Background: an optimization exercise with open tools, aiming at small area, a short achievable clock period and few clock cycles. Do not read the settings as production practice.
For this run, only the layout was checked, not whether the RTL still works.

===== design/flow/run.sh =====
#!/bin/bash
# synth_recipe.tcl (not shown) runs the flow's synth.tcl, then flattens the netlist and writes it again
# the make line also repeats each setting of config.mk as NAME=value (left out here)
make -C /OpenROAD-flow-scripts/flow DESIGN_CONFIG=/design/flow/config.mk WORK_HOME=/design/flow/orfs CLKGATE_MAP_FILE= SYNTH_SCRIPT=/design/flow/synth_recipe.tcl finish

===== design/flow/constraint.sdc =====
create_clock -name core_clock -period 8.0 [get_ports {clk}]
set_input_delay 1.6000 -clock core_clock [delete_from_list [all_inputs] [get_ports {clk}]]
set_output_delay 1.6000 -clock core_clock [all_outputs]
set_load 0.01 [all_outputs]

===== design/flow/design.v =====
module vpk_runcodec (
    input  wire        clk,
    input  wire        rst,
    input  wire        cmd_valid,
    output wire        cmd_ready,
    input  wire        cmd_op,       
    input  wire        cmd_codec,    
    input  wire [6:0]  cmd_w,
    input  wire [7:0]  cmd_n,
    input  wire        in_valid,
    output wire        in_ready,
    input  wire [63:0] in_data,
    output wire        out_valid,
    input  wire        out_ready,
    output wire [63:0] out_data,
    output wire        out_last,
    output wire        rsp_valid,
    output wire [3:0]  rsp_err,
    output wire [10:0] rsp_result
);
    reg        qv, qnew, qop, qcodec;
    reg [6:0]  qw;
    reg [7:0]  qn;
    wire        q_n_ok  = (qn != 8'd0) && (qn <= 8'd128);
    wire        q_w_le  = qcodec ? (qw <= 7'd64) : (qw <= 7'd32);
    wire        q_w_set = (qw <= 7'd12) || (qw == 7'd16) || (qw == 7'd32) ||
                          (qcodec && (qw == 7'd64));
    wire        q_ok    = q_n_ok && (qop ? q_w_set : q_w_le);
    wire [11:0] q_sbits = qn * qw[3:0];
    reg  [7:0]  q_uw;
    always @(*) begin
        case (qw[6:4])
            3'b100:  q_uw = qn;
            3'b010:  q_uw = 8'((qn + 8'd1) >> 1);
            3'b001:  q_uw = 8'((qn + 8'd3) >> 2);
            default: q_uw = 8'((q_sbits + 12'd63) >> 6);
        endcase
    end
    wire [7:0]  q_words = !q_ok ? 8'd0 : (qop ? q_uw : qn);
    reg  [8:0]  in_cnt;    
    reg        ev, eop, eerr, eflush;
    reg [6:0]  ew;
    reg [7:0]  en;        
    reg [6:0]  pos;       
    reg [7:0]  s;         
    reg [5:0]  ramt;      
    reg [7:0]  k;         
    reg        bv;
    reg [63:0] b;         
    reg [63:0] a;         
    reg        ov, olast, orsp, oerr;
    reg [10:0] ores;
    reg [63:0] od;
    reg        o2v, o2last, o2rsp, o2err;
    reg [10:0] o2res;
    reg [63:0] o2d;
    reg        rv, rerr;
    reg [10:0] rres;
    wire o_take = ov ? out_ready : orsp;           
    wire o_free = !(ov || orsp) || o_take;
    wire o2_occ = o2v || o2rsp;
    wire e_last   = (en == 8'd1);
    wire pk_wrap  = s[7] | s[6];             
    wire up_useb  = (s > 8'd64);
    wire pk_step  = !eop && !eerr && !eflush;
    wire up_step  = eop && !eerr;
    wire need_b   = pk_step || (up_step && up_useb);
    wire writes_o = !pk_step || pk_wrap || e_last;
    wire fire      = ev && (!need_b || bv) && (!writes_o || !o2_occ);
    wire e_final   = eerr || eflush || (e_last && !(pk_step && (s > 8'd64)));
    wire e_done    = fire && e_final;
    wire consume_b = fire && need_b;
    wire promote   = qv && (!ev || e_done);
    assign cmd_ready = !qv || promote;
    wire cmd_fire = cmd_valid && cmd_ready;
    wire bfree = !bv || consume_b;
    assign in_ready = bfree && (in_cnt != 9'd0);
    wire in_fire = in_valid && in_ready;
    wire [63:0] ones = {64{1'b1}};
    wire [63:0] hmp  = ones >> pos;                           
    wire [6:0]  w_eff = eflush ? 7'd0 : ew;
    wire [63:0] lmw  = ~(ones << w_eff);                      
    wire [63:0] rot_in  = eop ? ((a & hmp) | (b & ~hmp)) : (b & lmw);
    wire [127:0] rot2   = {rot_in, rot_in} << ramt;
    wire [63:0] rot     = rot2[127:64];
    wire [63:0] word0   = (a & ~hmp) | (rot & hmp);
    wire [63:0] elem    = rot & lmw;
    wire [63:0] oword   = eop ? elem : word0;
    wire [63:0] a_pk    = pk_wrap ? rot : word0;
    wire        wrapd   = eop ? up_useb : pk_wrap;
    wire [6:0]  pos_n   = wrapd ? 7'(s - 8'd64) : s[6:0];
    wire [7:0]  s_n     = {1'b0, pos_n} + {1'b0, ew};
    wire [5:0]  ramt_n  = eop ? (ramt + ew[5:0]) : (ramt - ew[5:0]);
    wire        k_inc   = (pk_step && pk_wrap) || (up_step && up_useb);
    wire [7:0]  k_n     = k + {7'd0, k_inc};
    wire        o_dv    = !eerr && !(pk_step && e_last && (s == 8'd0));
    wire [6:0]  b_fin   = eflush ? pos : (eop ? pos_n : s[6:0]);
    wire [7:0]  k_r     = eop ? k_n : k;
    wire [10:0] res_fin = eerr ? 11'd0 : ({k_r, 3'b000} + {7'd0, 4'((b_fin + 7'd7) >> 3)});
    always @(posedge clk) begin
        if (rst) begin
            qv <= 1'b0; qnew <= 1'b0;
            in_cnt <= 9'd0;
            ev <= 1'b0; eflush <= 1'b0;
            bv <= 1'b0;
            ov <= 1'b0; orsp <= 1'b0;
            o2v <= 1'b0; o2rsp <= 1'b0;
            rv <= 1'b0;
        end else begin
            if (promote) qv <= cmd_fire;
            else if (cmd_fire) qv <= 1'b1;
            qnew <= cmd_fire;
            in_cnt <= in_cnt + (qnew ? {1'b0, q_words} : 9'd0) - {8'd0, in_fire};
            if (in_fire) bv <= 1'b1;
            else if (consume_b) bv <= 1'b0;
            if (promote) begin
                ev     <= 1'b1;
                eop    <= qop;
                eerr   <= !q_ok;
                eflush <= 1'b0;
                ew     <= qw;
                en     <= qn;
                pos    <= qop ? 7'd64 : 7'd0;
                s      <= qop ? (8'd64 + {1'b0, qw}) : {1'b0, qw};
                ramt   <= qop ? qw[5:0] : (6'd0 - qw[5:0]);
                k      <= qop ? 8'hFF : 8'd0;
            end else if (fire) begin
                if (e_final) ev <= 1'b0;
                k <= k_n;
                if (pk_step && e_last) begin
                    eflush <= 1'b1;
                    pos    <= pos_n;
                    s      <= {1'b0, pos_n};
                end else begin
                    en   <= en - 8'd1;
                    pos  <= pos_n;
                    s    <= s_n;
                    ramt <= ramt_n;
                end
            end
            if (o_free) begin
                if (o2_occ) begin
                    ov <= o2v; olast <= o2last; orsp <= o2rsp; oerr <= o2err; ores <= o2res;
                    o2v <= 1'b0; o2rsp <= 1'b0;
                end else if (fire && writes_o) begin
                    ov <= o_dv; olast <= e_final; orsp <= e_final; oerr <= eerr; ores <= res_fin;
                end else begin
                    ov <= 1'b0; orsp <= 1'b0;
                end
            end else if (fire && writes_o) begin
                o2v <= o_dv; o2last <= e_final; o2rsp <= e_final; o2err <= eerr; o2res <= res_fin;
            end
            rv <= orsp && o_take;
        end
        if (cmd_fire) begin
            qop <= cmd_op; qcodec <= cmd_codec; qw <= cmd_w; qn <= cmd_n;
        end
        if (in_fire) b <= in_data;
        if (fire && need_b)
            a <= pk_step ? a_pk : b;
        if (o_free && (o2_occ || (fire && writes_o))) od <= o2_occ ? o2d : oword;
        if (!o_free && fire && writes_o) o2d <= oword;
        if (orsp && o_take) begin
            rres <= ores;
            rerr <= oerr;
        end
    end
    assign out_valid  = ov;
    assign out_data   = od;
    assign out_last   = olast;
    assign rsp_valid  = rv;
    assign rsp_err    = {2'b00, rerr, 1'b0};
    assign rsp_result = rres;
endmodule

===== design/flow/config.mk =====
export PLATFORM = sky130hd
export DESIGN_NAME = vpk_runcodec
export DESIGN_NICKNAME = vpk_runcodec
export VERILOG_FILES = /design/flow/design.v
export SDC_FILE = /design/flow/constraint.sdc
export NUM_CORES = 4
export LEC_CHECK = 0
export CAP_MARGIN = 20
export CORE_MARGIN = 2
export CORE_UTILIZATION = 25
export PLACE_DENSITY = 0.45
export SLEW_MARGIN = 20

==> impl_metrics.tcl <==
set metrics [dict create \
    status "no timing/DRC/antenna violations" \
    grt-ovfl-total 0 \
    die_area_um2 129800 \
    fin_crit_ps 6463 \
    syn_inst 3696 \
    final_util_pct 29.97 \
    syn_to_final_growth_pct 18.71 \
    drt-total-wl_mm 232.6 \
    leakage_nw 13.44 \
    seqCellArea_um2 11100 \
    dr.pass1.iters 10 \
    met3_usage_pct 11.64 \
    routedWlPerCell_um 42.14 \
    first_iter_violations 6625 \
    coreArea_um2 125700 \
    clock_path_buffers 3 \
    synth_top_area_share_pct 33.77 \
    drive_gt1_share_pct 12.91 \
    synth_edf_count 357 \
    final-hold-violation-count 0 \
    switching_share_pct 43.37 \
    pre_cts_ws_ps 2034 \
    powerDensity_nw_per_um2 212.1 \
    fmax_mhz 154.7 \
    hold_class "reg -> reg" \
    grt_pass1_wl_mm 307.6 \
    cts_root_buf "clkbuf_16" \
    cts_tree "done" \
    synthTopCellsByArea "edfxtp_1, nand2_1, nor2_1" \
    htreeDepth 2 \
    crit_type "reg -> reg" \
    vdd.ir_drop.worst_mv 0.1571 \
    crit_path_max_incr_delay_ps 900 \
    power_frac_clock_pct 27.0 \
    cp_max_fo 22 \
    start_util_pct 25.25 \
    cts_made_buffers 45 \
    use_met1_pct 46.16 \
    yosys.area.top_type "edfxtp_1" \
    tightest_slew_ps 1309 \
    multi_input_area_um2 19220 \
    track_usage_pct 34.41 \
    hold_buffers 0 \
    rsz0062_at_grt "false" \
    slew_headroom_pct 12.23 \
    busiest_layer "met2" \
    gp_congestion 1.112 \
    syn-cell-area_um2 31740 \
    yosys_warnings 1 \
    drc 0 \
    switchingPower_w 0.003466 \
    synth_common_cells "nand2_1, edfxtp_1, nor2_1" \
    synth_area_per_cell_um2 8.588 \
    yosys_most_used_dff "edfxtp_1" \
    synth_cell_type_count 112 \
    cts.sinks 376 \
    dp_hpwl_mm 180.9 \
    fin_setup_tns_ps 0 \
    layout.nets 3990 \
    use_met2_pct 46.92 \
    finClkSkew_ps 46.05 \
    crit_arrival_ps 6840 \
    start_kind "register" \
    io_pins 170 \
    p_int_w 0.004526 \
    grt_max_degree 91 \
    timing.final.ws_setup_ps 1537 \
    p_total_w 0.007991 \
    min_period_over_period_pct 80.78 \
    die_width_um 360.3 \
    cts_setup_buffers 0 \
    ys_ff_latch 376 \
    row_count 130 \
    fillCellCount 13320 \
    ctsResizeCount 0 \
    max-cap-violations 0 \
    path_cells "buf_4 > buf_4 > o21ai_0 > o32ai_2 > buf_4 > a21oi_1 > o21a_1 > a2111oi_0 > o211ai_1 > and4bb_2 > o21ai_0 > mux2i_1 > o21ai_0" \
    vias 36340 \
    cpLargestDelayFamily "compound AO/OA/AOI/OAI gates" \
    dieHeight_um 360.3 \
    comb_power_share_pct 40.4 \
    grt_pass1_vias 33110 \
    seq_power_share_pct 32.6 \
    crit_path_end_kind "register" \
    required_ps 8380 \
    seq_area_frac_synth_pct 34.97 \
    path_buf_inv 3 \
    ys_async_sr_fraction_pct 0 \
    clkTransAtPathRegs_ps 70 \
    io_buffer_count 166 \
    clk_latency_ps 630 \
    drtAntennaViolNets 0 \
    cp_slowest_cell "o21ai_0" \
    antenna_found_initial 19 \
    synth_most_common_cell "nand2_1" \
    finalSetupViolCount 0 \
    slew_viol_final 0 \
    viasPerCell 6.584 \
]
[layout make-up]
class | count | share of cell area, %
well taps | 1650 | 5.478
repair buffers | 396 | 9.117
flip-flops and latches | 376 | 29.46
clock buffers | 56 | 3.181
inverters | 95 | 0.9529
multi-input cells | 2914 | 51.01
clock inverters | 27 | 0.7570
diodes | 6 | 0.03984
[kinds of logic after synthesis]
| logic type | Yosys count | share of synthesized area, % |
|---|---|---|
| compound gates | 1268 | 28.40 |
| mux | 151 | 5.108 |
| xor+xnor | 71 | 1.959 |
| simple gates | 1345 | 20.76 |
| fa+ha+maj | 76 | 3.374 |
| other cells | 1 | 0.01181 |
| flops | 376 | 34.97 |
| buf+inv | 408 | 5.416 |
[power groups by stage]
stage / Combinational [W] / Sequential [W] / Clock [W]
after floorplan: 0.00158 / 0.00248 / 0
after global placement: 0.00309 / 0.00263 / 0
after detailed placement: 0.00306 / 0.00262 / 0
after CTS: 0.00307 / 0.00258 / 0.00221
after global routing: 0.00327 / 0.00260 / 0.00226
final: 0.00323 / 0.00260 / 0.00216
[worst register-to-register path: stages, from the launching register on]
cell and delay (ps):
edfxtp_1 540, buf_4 370, buf_4 320, o21ai_0 490
o32ai_2 390, buf_4 260, a21oi_1 340, o21a_1 320
a2111oi_0 840, o211ai_1 330, and4bb_2 420, o21ai_0 910
mux2i_1 260, o21ai_0 430
[per-layer routing]
layer	up-vias	wire length, um
met3	743	30370
met4	24	18250
met1	17940	94090
li1	14630	-
met5	-	161
met2	3010	89760
[through the flow]
stage                     instances  instance area [um^2]  hold WS (ps)
after floorplan                3698                 31750         400.3
after global routing           5515                 37670         421.7
after global placement         5428                 36100         403.8
after CTS                      5513                 37650         418.1
final                          5520                 37680         417.9
after detailed placement       5430                 36160         404.5
[cell usage in the layout, fill, tap and decap left out, types with 51 or more instances in the layout]
master / n
clkdlybuf4s50_1: 166
a31oi_1: 97
ha_1: 60
edfxtp_1: 357
nor3_1: 103
inv_1: 87
nand3_1: 126
a21oi_1: 215
nand4_1: 51
mux2i_1: 93
nand2_1: 386
nor2_1: 318
buf_4: 224
o22ai_1: 70
o211ai_1: 72
mux2_2: 54
o21ai_0: 183
[path summary, 6_finish.rpt]
check / cells past startpoint / from / slack [ps] / endpoint
setup / recovery: 13 / ew[2] / 1540 / od[28]
hold / removal: 0 / ores[4] / 420 / rres[4]
setup reg to reg: 13 / ew[2] / 1540 / od[28]
hold reg to reg: 0 / ores[4] / 420 / rres[4]
[state kept, by name (all words and copies together), names as in the netlist, 6 cells and up]
| name | count |
|---|---|
| a | 64 |
| pos | 7 |
| qn | 8 |
| rres | 11 |
| s | 8 |
| en | 8 |
| ew | 7 |
| k | 8 |
| o2res | 11 |
| od | 64 |
| ores | 11 |
| b | 64 |
| qw | 7 |
| ramt | 6 |
| o2d | 64 |
| in_cnt | 9 |

afterwards: timing with drivers on the ports:
Ports are ideal in the flow. The routed layout listed here was re-timed in OpenROAD. Step 1 (the two cells are an assumption about what drives the block):
set clk [get_ports {clk}]
set_driving_cell -lib_cell sky130_fd_sc_hd__clkbuf_16 $clk
set_driving_cell -lib_cell sky130_fd_sc_hd__buf_2 [delete_from_list [all_inputs] $clk]
Step 2 times the ports against the registers' clock, not the clock port: input delays grow and output delays shrink by t, the midpoint of the rising clock arrivals with the driver on. a / b / c = ideal ports / drivers / drivers and shift; a / b = the first two.
t (ns): 0.687
setup slack, ns: 1.537 / 1.537 / 1.537
worst hold slack (ns): 0.418 / 0.418 / 0.418
worst setup path after step 2: register to register
pins driven straight from the clock port: 1
After both steps setup and hold are still met in this run. The setup slack of this run moves by 0.000 ns with the drivers and by 0.000 ns with both steps.
